What follows belongs to an exercise in optimizing a design on an open flow for small area; a production flow would make more cautious choices.
Function was checked by simulation only, so behaviour that the tests miss may differ from the original.
No driver is modelled on the clock port, so clocking that relies on it looks cheaper here than on a real chip.
Power and IR drop assume default switching activity.

[flow/flow/run.sh]
#!/bin/bash
# Own layout flow: the standard flow (standard.sh) with these changes.
#  1. Synthesis is the standard flow's own script (synth_recipe.tcl, unchanged), except
#     that the abc call maps the logic for area: it runs abc once with each
#     script in flow/abc/ on the same input and keeps the smallest result.
#     Everything before and after abc, and so every register with its name
#     and cell, is the standard synthesis's. The adders are left to abc
#     too (ADDER_MAP_FILE empty) instead of being mapped to adder cells.
#  2. Port buffers are made from sky130_fd_sc_hd__buf_1.
#  3. The clock tree is built with the options in flow/cts_args (small
#     buffers, no dummy loads); flow/post_cts.tcl then upsizes the leaf
#     buffers whose flip-flop clock pins would see a slow slew.
# Each tool's output goes to a log file in this folder.
set -euo pipefail
HERE=$(pwd)
{
  cat <<'EOT'
proc abc {args} {
  set i [lsearch -exact $args -script]
  set l [lsearch -exact $args -liberty]
  set lib [lindex $args [expr {$l + 1}]]
  yosys design -save own_pre_abc
  set best_area -1
  set best -1
  set n 0
  foreach script [lsort [glob $::env(OWN_ABC_DIR)/*.abc]] {
    yosys design -load own_pre_abc
    yosys abc {*}[lreplace $args [expr {$i + 1}] [expr {$i + 1}] $script]
    set rep [tee -q -s result.string stat -liberty $lib]
    if {![regexp {Chip area for module[^:]*:\s*([0-9.]+)} $rep -> area]} {
      error "own abc: no area for $script"
    }
    puts "own abc: [file tail $script] area $area"
    yosys design -save own_cand_$n
    if {$best < 0 || $area < $best_area} {
      set best_area $area
      set best $n
    }
    incr n
  }
  puts "own abc: keeping candidate $best, area $best_area"
  yosys design -load own_cand_$best
}
EOT
  cat synth_recipe.tcl
} > own_synth.tcl
sed "s|SYNTH_SCRIPT=[^ ]*|SYNTH_SCRIPT=$HERE/own_synth.tcl|" standard.sh > own_standard.sh
grep -q "SYNTH_SCRIPT=$HERE/own_synth.tcl" own_standard.sh
export OWN_ABC_DIR="$HERE/flow/abc"
# no adder cells from ADDER_MAP_FILE: abc maps the adders with the rest of the logic
export ADDER_MAP_FILE=
export BUFFER_PORTS_ARGS="-buffer_cell sky130_fd_sc_hd__buf_1"
# clock tree options (flow/cts_args), in place of ORFS's defaults
export CTS_ARGS="$(cat flow/cts_args)"
# after CTS: upsize the clock tree's leaf buffers that give a slow clock slew
export POST_CTS_TCL="$HERE/flow/post_cts.tcl"
# one tie cell for all the constant outputs
export SKIP_REPAIR_TIE_FANOUT=1
bash own_standard.sh > standard.log 2>&1
[flow/flow/abc/ds1a.abc]
strash
&get -n
&deepsyn -T 45 -S 1
&put
strash
&get -n
&dch -f
&nf -a -R 20
&put
[flow/flow/abc/ds1b.abc]
strash
&get -n
&deepsyn -T 45 -S 1
&dch -f
&nf -a -p -R 1000
&put
[flow/flow/abc/ds2a.abc]
strash
&get -n
&deepsyn -T 45 -S 2
&put
strash
&get -n
&dch -f
&nf -a -R 20
&put
[flow/flow/abc/ds2b.abc]
strash
&get -n
&deepsyn -T 45 -S 2
&dch -f
&nf -a -p -R 1000
&put
[flow/flow/abc/ds3a.abc]
strash
&get -n
&deepsyn -T 45 -S 3
&put
strash
&get -n
&dch -f
&nf -a -R 20
&put
[flow/flow/abc/ds3b.abc]
strash
&get -n
&deepsyn -T 45 -S 3
&dch -f
&nf -a -p -R 1000
&put
[flow/flow/cts_args]
-sink_clustering_enable -repair_clock_nets -buf_list sky130_fd_sc_hd__clkbuf_4 -dont_use_dummy_load
[flow/flow/post_cts.tcl]
# Own flow, after CTS: the clock tree is built from sky130_fd_sc_hd__clkbuf_4
# (flow/cts_args). A leaf buffer (all its loads are flip-flop clock pins) whose
# worst clock-pin slew, with placement parasitics, is above 118 ps
# becomes a sky130_fd_sc_hd__clkbuf_8; the placement is legalized again, and
# this repeats until no leaf is above the limit.
proc own_upsize_leaves {own_slew_limit} {
  estimate_parasitics -placement
  set resized 0
  foreach net [get_nets clknet_*] {
    set drv [get_pins -of_objects $net -filter "direction==output"]
    if {[llength $drv] != 1} { continue }
    set cell [get_cells -of_objects $drv]
    if {[get_property $cell ref_name] ne "sky130_fd_sc_hd__clkbuf_4"} { continue }
    set pins [get_pins -of_objects $net -filter "direction==input"]
    set clk_pins {}
    foreach pin $pins {
      if {[get_property $pin lib_pin_name] eq "CLK"} { lappend clk_pins $pin }
    }
    if {[llength $clk_pins] == 0 || [llength $clk_pins] != [llength $pins]} { continue }
    set worst 0
    foreach pin $clk_pins {
      foreach e {rise fall} {
        set s [get_property $pin slew_max_$e]
        if {$s > $worst} { set worst $s }
      }
    }
    if {$worst > $own_slew_limit} {
      puts "own post-cts: [get_full_name $cell] drives [get_full_name $net], slew $worst: clkbuf_8"
      replace_cell $cell sky130_fd_sc_hd__clkbuf_8
      incr resized
    }
  }
  if {$resized > 0} {
    detailed_placement
    check_placement -verbose
  }
  return $resized
}
for {set own_pass 0} {$own_pass < 5} {incr own_pass} {
  if {[own_upsize_leaves 0.118] == 0} { break }
}
estimate_parasitics -placement
[flow/standard.sh]
#!/bin/bash
# synth_recipe.tcl (not shown) runs the flow's synth.tcl, then flattens the netlist and writes it again
# the make line also repeats each setting of config.mk as NAME=value (left out here)
make -C /OpenROAD-flow-scripts/flow DESIGN_CONFIG=/design/flow/config.mk WORK_HOME=/design/flow/orfs CLKGATE_MAP_FILE= SYNTH_SCRIPT=/design/flow/synth_recipe.tcl "${@:-finish}"
[flow/config.mk]
export PLATFORM = sky130hd
export DESIGN_NAME = ts100_i2cm
export DESIGN_NICKNAME = ts100_i2cm
export VERILOG_FILES = /design/flow/design.v
export SDC_FILE = /design/flow/constraint.sdc
export NUM_CORES = 4
export LEC_CHECK = 0
export CAP_MARGIN = 20
export CORE_MARGIN = 2
export CORE_UTILIZATION = 40
export CTS_BUF_LIST = sky130_fd_sc_hd__clkbuf_8
export SLEW_MARGIN = 20
[flow/constraint.sdc]
create_clock -name core_clock -period 10.0 [get_ports {clk}]
set_input_delay 2.0000 -clock core_clock [delete_from_list [all_inputs] [get_ports {clk}]]
set_output_delay 2.0000 -clock core_clock [all_outputs]
set_load 0.01 [all_outputs]
[flow/design.v]
module ts100_i2cm (
    input  wire        clk,
    input  wire        rst_n,
    input  wire        h_valid,
    input  wire        h_write,
    input  wire [2:0]  h_size,
    input  wire [4:0]  h_addr,
    input  wire [31:0] h_wdata,
    output reg  [31:0] h_rdata,
    output wire        h_err,
    input  wire        scl_i,
    input  wire        sda_i,
    output wire        scl_o,
    output wire        sda_o
);
    localparam [2:0] ST_OFF      = 3'd0,
                     ST_IDLE     = 3'd1,
                     ST_STARTING = 3'd2,
                     ST_STARTED  = 3'd3,
                     ST_ADDRESS  = 3'd4,
                     ST_READY    = 3'd5,
                     ST_TRANSMIT = 3'd6,
                     ST_STOPPING = 3'd7;
    reg [11:0] ccr_n;            
    wire [11:0] ccr = ~ccr_n;
    reg        fs;
    reg [5:0]  trise;
    reg [15:0] to_n;             
    wire [15:0] to = ~to_n;
    reg [2:0]  st;
    reg [1:0]  ph;
    reg [8:0]  sh;
    reg [15:0] wcnt;
    reg [11:0] div;
    reg        spend;
    reg        sda_drv;
    reg        nackf;
    reg        tof;
    reg        cmderr;
    reg [3:0]  errcode;
    wire st_off   = (st == ST_OFF);
    wire st_idle  = (st == ST_IDLE);
    wire st_sting = (st == ST_STARTING);
    wire st_sted  = (st == ST_STARTED);
    wire st_addr  = (st == ST_ADDRESS);
    wire st_ready = (st == ST_READY);
    wire st_tx    = (st == ST_TRANSMIT);
    wire st_stop  = (st == ST_STOPPING);
    wire st_frame = st_addr | st_tx;
    wire scl_drv = (st[2] & ~ph[1]) | st_sted;
    assign scl_o = scl_drv;
    assign sda_o = sda_drv;
    wire scl_line = ~scl_drv & scl_i;
    wire sda_line = ~sda_drv & sda_i;
    assign h_err = (h_size != 3'd4) | (h_addr[1:0] != 2'b00);
    wire wr = h_valid & h_write & ~h_err;
    wire [2:0] ra = h_addr[4:2];
    wire wr_ctrl    = wr & (ra == 3'd0);
    wire wr_timing  = wr & (ra == 3'd1);
    wire wr_timeout = wr & (ra == 3'd2);
    wire wr_cmd     = wr & (ra == 3'd3);
    wire wr_stat    = wr & (ra == 3'd4);
    wire sent = ph[0];
    wire [31:0] stat_val = {5'b0, st, 6'b0, sda_line, scl_line,
                            errcode, 1'b0, cmderr, tof, nackf,
                            spend, st_ready | st_tx, st_ready & sent, st_ready,
                            st_ready & ~sent, st[2] | st[1], st[2] | st_sted, st_sted};
    always @(*) begin
        case (ra)
            3'd0:    h_rdata = {31'd0, ~st_off};
            3'd1:    h_rdata = {10'd0, trise, fs, 3'd0, ccr};
            3'd2:    h_rdata = {16'd0, to};
            3'd4:    h_rdata = stat_val;
            default: h_rdata = 32'd0;
        endcase
    end
    wire [3:0] op  = h_wdata[3:0];
    wire [7:0] arg = h_wdata[15:8];
    wire op_nop   = (op == 4'd0);
    wire op_start = (op == 4'd1);
    wire op_addrw = (op == 4'd2);
    wire op_write = (op == 4'd3);
    wire op_stop  = (op == 4'd4);
    wire cmd_valid = (h_wdata[31:16] == 16'd0) && (h_wdata[7:4] == 4'd0) &&
                     (op_addrw ? ~arg[7] : (op_write | ((op_nop | op_start | op_stop) & (arg == 8'd0))));
    wire cmd_allowed = (op_start & (st_idle | (st_stop & ~spend))) |
                       (op_addrw & st_sted) |
                       (op_write & st_ready) |
                       (op_stop & (st_sted | st_ready));
    wire c_err1 = ~cmd_valid;
    wire c_err2 = cmd_valid & ~op_nop & st_off;
    wire c_err3 = cmd_valid & ~op_nop & ~st_off & ~cmd_allowed;
    wire c_go   = wr_cmd & cmd_valid & ~op_nop & ~st_off & cmd_allowed;
    wire ticking = st_sting | st_addr | st_tx | st_stop;
    wire tick    = ticking & ~wr & (div >= ccr);
    wire is_ack   = (sh[8:1] == 8'd0);           
    wire to_hit   = (wcnt >= to);
    wire wait_ph  = st_sting ? (ph == 2'd0) : (ph == 2'd2);
    wire wait_ok  = st_sting ? (scl_line & sda_line) : scl_line;
    wire waiting  = wait_ph & ~wait_ok;          
    wire t_to     = tick & waiting & to_hit;     
    wire t_nack   = tick & st_frame & (ph == 2'd3) & is_ack & ~sh[0];
    wire [3:0] wait_code = st_sting ? 4'd6 : st_addr ? 4'd7 : st_tx ? 4'd8 : 4'd9;
    wire [3:0] raise_code = t_to ? wait_code :
                            t_nack ? (st_addr ? 4'd4 : 4'd5) :
                            c_err1 ? 4'd1 : c_err2 ? 4'd2 : 4'd3;
    wire sh_lda  = c_go & op_addrw;                          
    wire sh_ldw  = c_go & op_write;                          
    wire sh_shf  = tick & st_frame & (ph == 2'd0);           
    wire sh_ack  = tick & st_frame & (ph == 2'd2) & is_ack & scl_line;
    wire sh_hold = ~(sh_lda | sh_ldw | sh_shf);
    wire [8:0] sh_d = ({9{sh_lda}}  & {h_wdata[14:8], 1'b0, 1'b1}) |
                      ({9{sh_ldw}}  & {h_wdata[15:8], 1'b1}) |
                      ({9{sh_shf}}  & {sh[7:0], 1'b0}) |
                      ({9{sh_hold}} & {sh[8:1], sh_ack ? ~sda_line : sh[0]});
    always @(posedge clk) begin
        if (!ticking)
            div <= 12'd0;
        else if (!wr)
            div <= tick ? 12'd0 : div + 12'd1;
        if (!ticking)
            wcnt <= 16'd0;
        else if (tick)
            wcnt <= (waiting & ~to_hit) ? wcnt + 16'd1 : 16'd0;
        sh <= sh_d;
        if (c_go & ~st_stop)
            ph <= 2'd0;
        else if (tick & ~waiting) begin
            if (st_frame & (ph == 2'd3) & is_ack & sh[0])
                ph <= {1'b0, st_tx};
            else
                ph <= ph + 2'd1;
        end
    end
    reg [2:0] st_d;
    always @(*) begin
        st_d = st;
        if (wr_ctrl) begin
            if (st_off & h_wdata[0])
                st_d = ST_IDLE;
            if (~st_off & ~h_wdata[0])
                st_d = ST_OFF;
        end
        if (c_go) begin
            if (op_start & st_idle) st_d = ST_STARTING;
            if (op_addrw)           st_d = ST_ADDRESS;
            if (op_write)           st_d = ST_TRANSMIT;
            if (op_stop)            st_d = ST_STOPPING;
        end
        if (tick) begin
            if (st_sting & ph[0])                     
                st_d = ST_STARTED;
            if (st_frame & (ph == 2'd3) & is_ack)
                st_d = sh[0] ? ST_READY : ST_STOPPING;
            if (st_stop & (ph == 2'd3))
                st_d = spend ? ST_STARTING : ST_IDLE;
            if (t_to)
                st_d = ST_IDLE;
        end
        if (!rst_n)
            st_d = ST_OFF;
    end
    wire spend_d = (spend | (c_go & op_start & st_stop)) & (st_d == ST_STOPPING);
    reg sda_c;
    always @(*) begin
        sda_c = sda_drv;
        if (tick) begin
            if (st_sting & ~ph[0] & wait_ok)
                sda_c = 1'b1;
            if (st_frame & (ph == 2'd0))
                sda_c = ~sh[8];
            if (st_stop & (ph == 2'd0))
                sda_c = 1'b1;
            if (st_stop & (ph == 2'd3))
                sda_c = 1'b0;
        end
    end
    wire sda_d = (st_d[2] | st_d[1]) & sda_c;
    wire nackf_d  = rst_n & ((nackf  & ~(wr_stat & h_wdata[8]))  | t_nack);
    wire tof_d    = rst_n & ((tof    & ~(wr_stat & h_wdata[9]))  | t_to);
    wire cmderr_d = rst_n & ((cmderr & ~(wr_stat & h_wdata[10])) | (wr_cmd & (c_err1 | c_err2 | c_err3)));
    wire [3:0] errcode_d = (nackf_d | tof_d | cmderr_d) ?
                           ((nackf | tof | cmderr) ? errcode : raise_code) : 4'd0;
    always @(posedge clk) begin
        st      <= st_d;
        spend   <= spend_d;
        sda_drv <= sda_d;
        nackf   <= nackf_d;
        tof     <= tof_d;
        cmderr  <= cmderr_d;
        errcode <= errcode_d;
        if (!rst_n) begin
            ccr_n <= 12'hFFF;
            fs    <= 1'b0;
            trise <= 6'd0;
            to_n  <= 16'h0000;
        end else begin
            if (wr_timing) begin
                ccr_n <= ~h_wdata[11:0];
                fs    <= h_wdata[15];
                trise <= h_wdata[21:16];
            end
            if (wr_timeout)
                to_n <= ~h_wdata[15:0];
        end
    end
endmodule
==> flow_summary_export.csv, run 1 <==
group,metric,value,unit
floorplan,num_rows,35,
synth,yosysTopAreaCell,"dfxtp_1",
critical_path,critPathMaxStageDelay,0.74,ns
timing,fin_ws,4.48,ns
finish,nFillCells,952,
cts,insertion_delay,0.44,ns
finish,num_antenna_cells,0,
global_route,gr-total-overflow,0,
timing,worst_slew_pin_slew,1.03,ns
cts,clk_pin_slew,0.08,ns
finish,drive_gt1_frac,0.0202,
timing,rsz0062_at_grt,"no",
synth,ys.flop_type,"dfxtp_1",
power,clkPwrFrac,0.317,
critical_path,critPathRequiredTime,8.00,ns
finish,syn2layout_area_growth,12.7,%
global_route,met2_usage,0.347,
floorplan,die_area,10500,um^2
finish,stdcell_count,673,
power,power_switching,0.000131,W
cts,cts_tree,"built",
critical_path,path_common_cell,"buf_1",
power,internal-power,0.000414,W
finish,final_util,0.470,
detailed_routing,vias,3929,
floorplan,core-area,9330,um^2
timing,finClkSkew,0.0338,ns
critical_path,crit_start,"h_addr[2]",
timing,fmax,0.181,GHz
timing,fin_tns_setup,0,ns
critical_path,r2r_end,"wcnt[15]",
placement,hpwlAfterDp,8570,um
finish,seq_area,1720,um^2
critical_path,worst-endpoint-arrival,3.52,ns
global_route,grt_pass1_vias,3592,
detailed_routing,drt-initial-drc-count,277,
critical_path,crit_path_max_fanout,8,
synth,synth_cell_types,40,
global_route,grt_use_met1,0.324,
critical_path,reg2reg_depth,15,
timing,period_share,0.552,
power,p_sw_frac,0.241,
power,power.density,124,nW/um^2
critical_path,path_class,"in -> out",
timing,final_max_slew_viol_count,0,
floorplan,die_w,103,um
finish,multiInputGateArea,2100,um^2
cts,cts_sinks,86,
timing,slew_headroom,0.310,
floorplan,start_util,0.417,
detailed_routing,wire_per_inst,17.2,um
timing,finalHoldViolations,0,
power,p_comb_frac,0.056,
global_route,grt_pass1_wl,18500,um
critical_path,critPathSlowestCell,"nor3b_1",
global_route,grt_antenna_before_repair,0,
power,vdd_drop_max,53.0,uV
power,seqPwrFrac,0.628,
synth,syn_inst,468,
critical_path,start_kind,"primary input",
floorplan,die_y,103,um
min_path,hold_path.class,"reg -> reg",
critical_path,worstSetupEndpointType,"output port",
run,drv_cap,0,
timing,whs,0.458,ns
timing,layout_min_cycle_time,5.52,ns
timing,setup_viol,0,
global_route,top_usage_layer,"met2",
detailed_routing,vias_per_cell,5.84,
critical_path,critPathCapture,"h_rdata[1]",
synth,synthArstFlopShare,0,
synth,seq_area_frac_synth,0.443,
critical_path,worst-r2r-setup-slack,5.84,ns
detailed_routing,drtPass1Iterations,5,
detailed_routing,drc,0,
critical_path,worstPathCellList,"buf_1 -> nor3b_1 -> a221oi_1 -> o21ai_0 -> buf_1",
synth,synth.area.top_cells,"dfxtp_1, nand2_1, o21ai_0",
synth,syn_area,3890,um^2
outcome,status,"complete, no violations",
detailed_routing,ant_nets,0,
synth,ys_warn_count,1,
synth,synth_edf_count,0,
finish,fin_nets,592,
placement,gp_congestion,0.887,
synth,syn_area_per_cell,8.31,um^2
synth,postSynthNetCount,514,
global_route,gr-usage-all-layers,0.226,
power,leakagePower,1.48,nW
detailed_routing,drt_wl_total,11600,um
global_route,groute.layer.met3.usage,0.0441,
synth,synth_top_area_share,0.443,
global_route,grt_max_degree,20,
synth,synth_seq_cells,86,
floorplan,ioPinCount,81,
placement,portBuffers,73,
placement,dp_cells,664,
placement,dp_slack,4.43,ns
critical_path,r2r_start,"st[2]",
## cells in the mapped netlist, drive strengths merged, types with 7 or more instances
master   n
nand2   61
xnor2    7
buf      7
o221ai  11
nor2b   11
o21ai   41
a22o     8
nand3    7
nor3    26
o22ai   11
a222oi   9
nor2    46
nor4     8
a21oi   36
and2    17
and3    14
dfxtp   86
a22oi   10
## state kept, by name, summed over array words and instances (netlist names)
register	count
to_n	16
wcnt	16
ccr_n	12
div	12
sh	9
trise	6
errcode	4
st	3
ph	2
cmderr	1
fs	1
nackf	1
sda_drv	1
spend	1
tof	1
## power groups by stage
stage	registers, W	logic, W	clock network [W]
2_1_floorplan	0.000350	0.0000136	0
3_3_place_gp	0.000350	0.0000301	0
3_5_place_dp	0.000350	0.0000302	0
5_1_grt	0.000342	0.0000335	0.000192
6_report	0.000342	0.0000304	0.000173
## placed cells by master, fill, tap and decap left out, types with 5 or more instances in the layout
master,netlist,final
buf_1,0,73
dfxtp_1,86,86
a211oi_1,5,5
nor2b_1,11,11
o21ai_0,41,40
a22o_1,8,8
nor3_1,26,26
clkbuf_8,0,5
a21oi_1,36,36
xnor2_1,7,7
nor4_1,8,8
and3_1,14,14
o221ai_1,11,11
o22ai_1,11,11
clkinv_1,5,5
nand3_1,7,7
o21a_1,5,5
nor2_1,46,46
a22oi_1,10,10
and2_0,17,17
nand2_1,61,61
a222oi_1,9,9
## routing by layer
metal | wire, um | vias up
met5 | 0 | -
li1 | - | 1914
met2 | 5310 | 140
met4 | 149 | 0
met1 | 5390 | 1862
met3 | 697 | 13
## layout make-up
| cell class | count | share of cell area |
|---|---|---|
| clock buffer | 9 | 0.0225 |
| inverter | 5 | 0.00428 |
| multi-input combinational | 370 | 0.479 |
| sequential | 86 | 0.393 |
| tap | 129 | 0.0368 |
| timing repair buffer | 74 | 0.0642 |
## through the flow
stage          instance area [um^2]  power [W]
2_1_floorplan                  3890   0.000364
3_3_place_gp                   4290   0.000380
3_5_place_dp                   4290   0.000381
5_1_grt                        4380   0.000568
6_report                       4380   0.000545
## worst min-delay path by stage
stage,from,end,slack (ns),cells past startpoint
2_1_floorplan,errcode[3],errcode[3],0.43,2
3_5_place_dp,sh[5],sh[5],0.45,2
5_1_grt,errcode[0],errcode[0],0.48,1
3_3_place_gp,sh[7],sh[7],0.44,2
6_report,sh[6],sh[6],0.46,2
## logic make-up after synthesis
| logic type | after synthesis | share of synthesized area |
|---|---|---|
| AOI/OAI and AO/OA | 155 | 0.264 |
| xor gates and xnor gates | 7 | 0.0158 |
| buffers and inverters | 12 | 0.0183 |
| DFF | 86 | 0.443 |
| other | 1 | 0.000964 |
| and+or+nand+nor | 207 | 0.259 |
## worst max-delay path, delay by kind of cell
family | cells | cell delay (ns)
AO/OA/AOI/OAI | 2 | 0.40
buffers and inverters | 2 | 0.38
AND/OR/NAND/NOR | 1 | 0.74
==> run 2: changes to the inputs <==
--- a/flow/config.mk
+++ b/flow/config.mk
@@ -8,5 +8,5 @@
 export CAP_MARGIN = 20
 export CORE_MARGIN = 2
-export CORE_UTILIZATION = 40
+export CORE_UTILIZATION = 65
 export CTS_BUF_LIST = sky130_fd_sc_hd__clkbuf_8
 export SLEW_MARGIN = 20
==> flow_summary_export.csv, run 2 <==
group,metric,value,unit
global_route,gr-total-overflow,0,
critical_path,start_kind,"primary input",
timing,fin_ws,4.48,ns
cts,cts_tree,"built",
critical_path,path_common_cell,"buf_1",
power,p_sw_frac,0.235,
global_route,grt_pass1_wl,16500,um
synth,synth_cell_types,40,
critical_path,crit_family,"simple AND/OR/NAND/NOR gates",
timing,setup_viol,0,
global_route,gr-usage-all-layers,0.327,
global_route,grt_antenna_before_repair,0,
synth,synthArstFlopShare,0,
critical_path,critPathRequiredTime,8.00,ns
synth,seq_area_frac_synth,0.443,
critical_path,critPathSlowestCell,"and2_0",
outcome,status,"complete, no violations",
power,clkPwrFrac,0.291,
floorplan,num_rows,28,
floorplan,start_util,0.665,
detailed_routing,drtPass1Iterations,7,
floorplan,die_area,6620,um^2
timing,fmax,0.181,GHz
power,seqPwrFrac,0.652,
timing,period_share,0.552,
power,power_switching,0.000123,W
power,vdd_drop_max,86.4,uV
detailed_routing,vias,3983,
synth,postSynthNetCount,514,
floorplan,ioPinCount,81,
placement,portBuffers,73,
synth,synth_common_cells,"dfxtp_1, nand2_1, nor2_1",
finish,final_common_cell,"dfxtp_1",
timing,worst_slew_pin_slew,0.892,ns
timing,slew_headroom,0.390,
power,internal-power,0.000402,W
global_route,grt_max_degree,19,
synth,ys.flop_type,"dfxtp_1",
finish,drive_gt1_frac,0.0220,
detailed_routing,drt_wl_total,10600,um
synth,syn_area,3890,um^2
critical_path,worstPathCellList,"buf_1 -> nor2_1 -> and2_0 -> nand2_1 -> o21ai_0 -> buf_1",
finish,num_antenna_cells,0,
placement,gp_congestion,0.965,
finish,fin_nets,593,
critical_path,cp.buffers_inverters,2,
critical_path,path_class,"in -> out",
timing,fin_tns_setup,0,ns
synth,synth_seq_cells,86,
floorplan,die_w,81.4,um
detailed_routing,wire_per_inst,17.1,um
synth,syn_area_per_cell,8.31,um^2
power,p_comb_frac,0.058,
floorplan,core-area,5850,um^2
detailed_routing,drt-initial-drc-count,384,
run,drv_cap,0,
cts,cts_sinks,86,
power,leakagePower,1.47,nW
finish,final_cell_mix,"dfxtp_1, buf_1, nand2_1",
synth,synth.most_common_cell,"dfxtp_1",
finish,syn2layout_area_growth,10.7,%
min_path,hold_path.class,"reg -> reg",
cts,insertion_delay,0.42,ns
timing,finalHoldViolations,0,
critical_path,critPathMaxStageDelay,0.62,ns
detailed_routing,vias_per_cell,6.42,
critical_path,worstSetupEndpointType,"output port",
placement,dp_slack,4.46,ns
synth,ys_warn_count,1,
timing,finClkSkew,0.0304,ns
critical_path,crit_path_max_fanout,12,
floorplan,die_y,81.4,um
synth,synth_edf_count,0,
cts,clk_pin_slew,0.11,ns
power,power.density,122,nW/um^2
global_route,grt_pass1_vias,3466,
detailed_routing,drc,0,
synth,yosysTopAreaCell,"dfxtp_1",
critical_path,worst-endpoint-arrival,3.52,ns
timing,layout_min_cycle_time,5.52,ns
synth,synth_top_area_share,0.443,
synth,synth.area.top_cells,"dfxtp_1, nand2_1, o21ai_0",
synth,syn_inst,468,
placement,hpwlAfterDp,7830,um
timing,final_max_slew_viol_count,0,
timing,rsz0062_at_grt,"no",
finish,reg_top3,"to_n (16), wcnt (16)",
detailed_routing,ant_nets,0,
[run 2: stage by stage]
step                instances  instance area [um^2]  hold slack (ns)  power [W]  utilization
finish                    620                  4310            0.466   0.000525        0.736
floorplan                 468                  3890            0.426   0.000364            -
global placement          611                  4230            0.443   0.000380        0.722
detailed placement        611                  4230            0.449   0.000380        0.722
global route              620                  4310            0.482   0.000540        0.736
[run 2: per-layer routing]
metal / track usage / wire, um / up-vias
met5: 0 / 0 / -
met4: 0.154 / 262 / 0
met3: 0.0533 / 762 / 26
met2: 0.512 / 5090 / 181
met1: 0.439 / 4510 / 1859
li1: - / - / 1917
[run 2: worst reg2reg max path, cell delays in order, from the launching register on]
cell and delay [ns]:
dfxtp_1 0.75, nor2_1 0.14, o21ai_0 0.38, o211ai_1 0.15, a21oi_1 0.39, and2_0 0.30, and3_1 0.27, and3_1 0.24
and3_1 0.26, and3_1 0.23, and2_0 0.25, and3_1 0.23, and2_0 0.25, and3_1 0.22, nor2_1 0.05, nor2_1 0.08
[run 2: layout make-up]
| class | count | area, um^2 |
|---|---|---|
| multi-input combinational | 370 | 2100 |
| sequential | 86 | 1720 |
| fill | 477 | 1550 |
| timing repair buffer | 75 | 289 |
| tap | 75 | 93.8 |
| clock buffer | 9 | 80.1 |
| inverter | 5 | 18.8 |
[run 2: cells by family (layout without fill, tap and decap cells)]
kind of cell           Yosys count  count (layout)  share of synthesized area
AO/OA/AOI/OAI                  155             155                      0.264
XOR/XNOR                         7               7                     0.0158
buffers and inverters           12              89                     0.0183
flip-flops                      86              86                      0.443
other                            1               1                   0.000964
AND/OR/NAND/NOR                207             207                      0.259
[run 2: worst paths after layout]
path              from           to  slack, ns  cells after the start
max          h_addr[3]  h_rdata[16]       4.48                      6
min              sh[2]        sh[2]       0.47                      2
max reg2reg      st[2]     wcnt[15]       5.74                     15
min reg2reg      sh[2]        sh[2]       0.47                      2
[run 2: power by group through the flow]
| stage | registers, W | clock network, W | logic (W) |
|---|---|---|---|
| final | 0.000342 | 0.000153 | 0.0000303 |
| after floorplan | 0.000350 | 0 | 0.0000136 |
| after detailed placement | 0.000350 | 0 | 0.0000297 |
| after global routing | 0.000343 | 0.000164 | 0.0000333 |
| after global placement | 0.000350 | 0 | 0.0000292 |
==> run 3: changes to the inputs <==
--- a/flow/config.mk
+++ b/flow/config.mk
@@ -6,7 +6,7 @@
 export NUM_CORES = 4
 export LEC_CHECK = 0
-export CAP_MARGIN = 20
+export CAP_MARGIN = 0
 export CORE_MARGIN = 2
 export CORE_UTILIZATION = 65
 export CTS_BUF_LIST = sky130_fd_sc_hd__clkbuf_8
-export SLEW_MARGIN = 20
+export SLEW_MARGIN = 0
==> flow_summary_export.csv, run 3 <==
group,metric,value,unit
timing,slew_headroom,0.390,
timing,setup_viol,0,
synth,syn_area,3890,um^2
critical_path,crit_path_max_fanout,12,
power,leakagePower,1.47,nW
finish,drive_gt1_frac,0.0220,
global_route,gr-total-overflow,0,
synth,synth_cell_types,40,
timing,period_share,0.552,
placement,hpwlAfterDp,7830,um
timing,finalHoldViolations,0,
finish,final_util,0.736,
outcome,status,"complete, no violations",
synth,synth_seq_cells,86,
power,vdd_drop_max,86.4,uV
finish,fin_nets,593,
floorplan,core-area,5850,um^2
timing,rsz0062_at_grt,"no",
finish,final_cell_mix,"dfxtp_1, buf_1, nand2_1",
floorplan,ioPinCount,81,
cts,insertion_delay,0.42,ns
detailed_routing,vias_per_cell,6.42,
global_route,gr-usage-all-layers,0.327,
synth,ys_warn_count,1,
synth,synth.area.top_cells,"dfxtp_1, nand2_1, o21ai_0",
detailed_routing,drc,0,
timing,layout_min_cycle_time,5.52,ns
global_route,grt_antenna_before_repair,0,
cts,clk_pin_slew,0.11,ns
timing,fmax,0.181,GHz
timing,finClkSkew,0.0304,ns
synth,postSynthNetCount,514,
detailed_routing,wire_per_inst,17.1,um
synth,synthArstFlopShare,0,
cts,cts_sinks,86,
floorplan,die_area,6620,um^2
detailed_routing,drt-initial-drc-count,384,
floorplan,num_rows,28,
floorplan,die_y,81.4,um
min_path,hold_path.class,"reg -> reg",
critical_path,critPathRequiredTime,8.00,ns
finish,reg_top3,"to_n (16), wcnt (16)",
synth,yosysTopAreaCell,"dfxtp_1",
synth,seq_area_frac_synth,0.443,
critical_path,worst-endpoint-arrival,3.52,ns
detailed_routing,drt_wl_total,10600,um
synth,synth_top_area_share,0.443,
floorplan,die_w,81.4,um
critical_path,start_kind,"primary input",
synth,synth_common_cells,"dfxtp_1, nand2_1, nor2_1",
synth,ys.flop_type,"dfxtp_1",
critical_path,worstSetupEndpointType,"output port",
timing,fin_tns_setup,0,ns
power,power.density,122,nW/um^2
synth,synth_edf_count,0,
synth,syn_inst,468,
timing,worst_slew_pin_slew,0.892,ns
synth,syn_area_per_cell,8.31,um^2
detailed_routing,drtPass1Iterations,7,
timing,final_max_slew_viol_count,0,
placement,gp_congestion,0.965,
global_route,grt_pass1_vias,3466,
synth,synth.most_common_cell,"dfxtp_1",
placement,portBuffers,73,
cts,cts_tree,"built",
critical_path,path_class,"in -> out",
detailed_routing,ant_nets,0,
global_route,grt_max_degree,19,
finish,syn2layout_area_growth,10.7,%
global_route,grt_pass1_wl,16500,um
detailed_routing,vias,3983,
floorplan,start_util,0.665,
finish,num_antenna_cells,0,
run,drv_cap,0,
finish,final_common_cell,"dfxtp_1",
==> run 3: layout make-up <==
type,instances,area [um^2]
Multi-Input combinational cell,370,2100
Clock buffer,9,80.1
Fill cell,477,1550
Inverter,5,18.8
Timing Repair Buffer,75,289
Sequential cell,86,1720
Tap cell,75,93.8
==> run 3: cell families (layout without fill, tap and decap cells) <==
family | Yosys count | after routing | synth area share
buf+inv | 12 | 89 | 0.0183
xor+xnor | 7 | 7 | 0.0158
simple gates | 207 | 207 | 0.259
other cells | 1 | 1 | 0.000964
compound gates | 155 | 155 | 0.264
flops | 86 | 86 | 0.443
==> run 3: worst paths after layout <==
kind | from | end | slack, ns | cells after the start
hold / removal | sh[2] | sh[2] | 0.47 | 2
setup reg to reg | st[2] | wcnt[15] | 5.74 | 15
hold reg to reg | sh[2] | sh[2] | 0.47 | 2
setup / recovery | h_addr[3] | h_rdata[16] | 4.48 | 6
==> run 3: metal layers <==
metal,GRT usage,routed length [um],vias up
met2,0.512,5090,181
met5,0,0,-
met1,0.439,4510,1859
met3,0.0533,762,26
li1,-,-,1917
met4,0.154,262,0
==> run 3: worst max-delay path, stage by stage <==
cell and delay (ns):
buf_1 0.13, nor2_1 0.25, and2_0 0.62, nand2_1 0.13, o21ai_0 0.22, buf_1 0.18
==> run 3: metrics by stage <==
step | cell area (um^2) | total power [W] | instances | worst slack (ns) | hold WS [ns]
6_report | 4310 | 0.000525 | 620 | 4.48 | 0.466
5_1_grt | 4310 | 0.000540 | 620 | 4.36 | 0.482
3_5_place_dp | 4230 | 0.000380 | 611 | 4.46 | 0.449
3_3_place_gp | 4230 | 0.000380 | 611 | 4.54 | 0.443
2_1_floorplan | 3890 | 0.000364 | 468 | 4.96 | 0.426
==> run 3: power by group <==
part | switching, W | total [W] | internal (W)
combinational | 0.0000212 | 0.0000303 | 0.00000915
sequential | 0.000000121 | 0.000342 | 0.000342
clock | 0.000102 | 0.000153 | 0.0000505
total | 0.000123 | 0.000525 | 0.000402

-- afterwards: timing with drivers on the ports --
Ports are ideal in the flow. The routed layouts listed here were re-timed in OpenROAD.
Step 1: set_driving_cell puts a clkbuf_16 on clk and a buf_2 on each other input, an assumption about the parent block.
Step 2 also shifts input and output timing later by t, the mid clock arrival at the registers, as if the neighbouring blocks saw the same clock.
Three values: ideal ports, drivers, drivers and shift; two values: the first two.
| run | t, ns | setup WS [ns] | worst hold slack (ns) | worst setup path after step 2 | worst register clock-pin slew, ns |
|---|---|---|---|---|---|
| run 1 | 0.451 | 4.481 / 4.459 / 4.456 | 0.458 / 0.458 / 0.458 | input to register | 0.11 / 0.11 |
| run 2 | 0.434 | 4.477 / 4.457 / 4.367 | 0.466 / 0.466 / 0.466 | input to register | 0.11 / 0.11 |
| run 3 | 0.434 | 4.477 / 4.457 / 4.367 | 0.466 / 0.466 / 0.466 | input to register | 0.11 / 0.11 |
After both steps setup and hold are still met in every run listed.
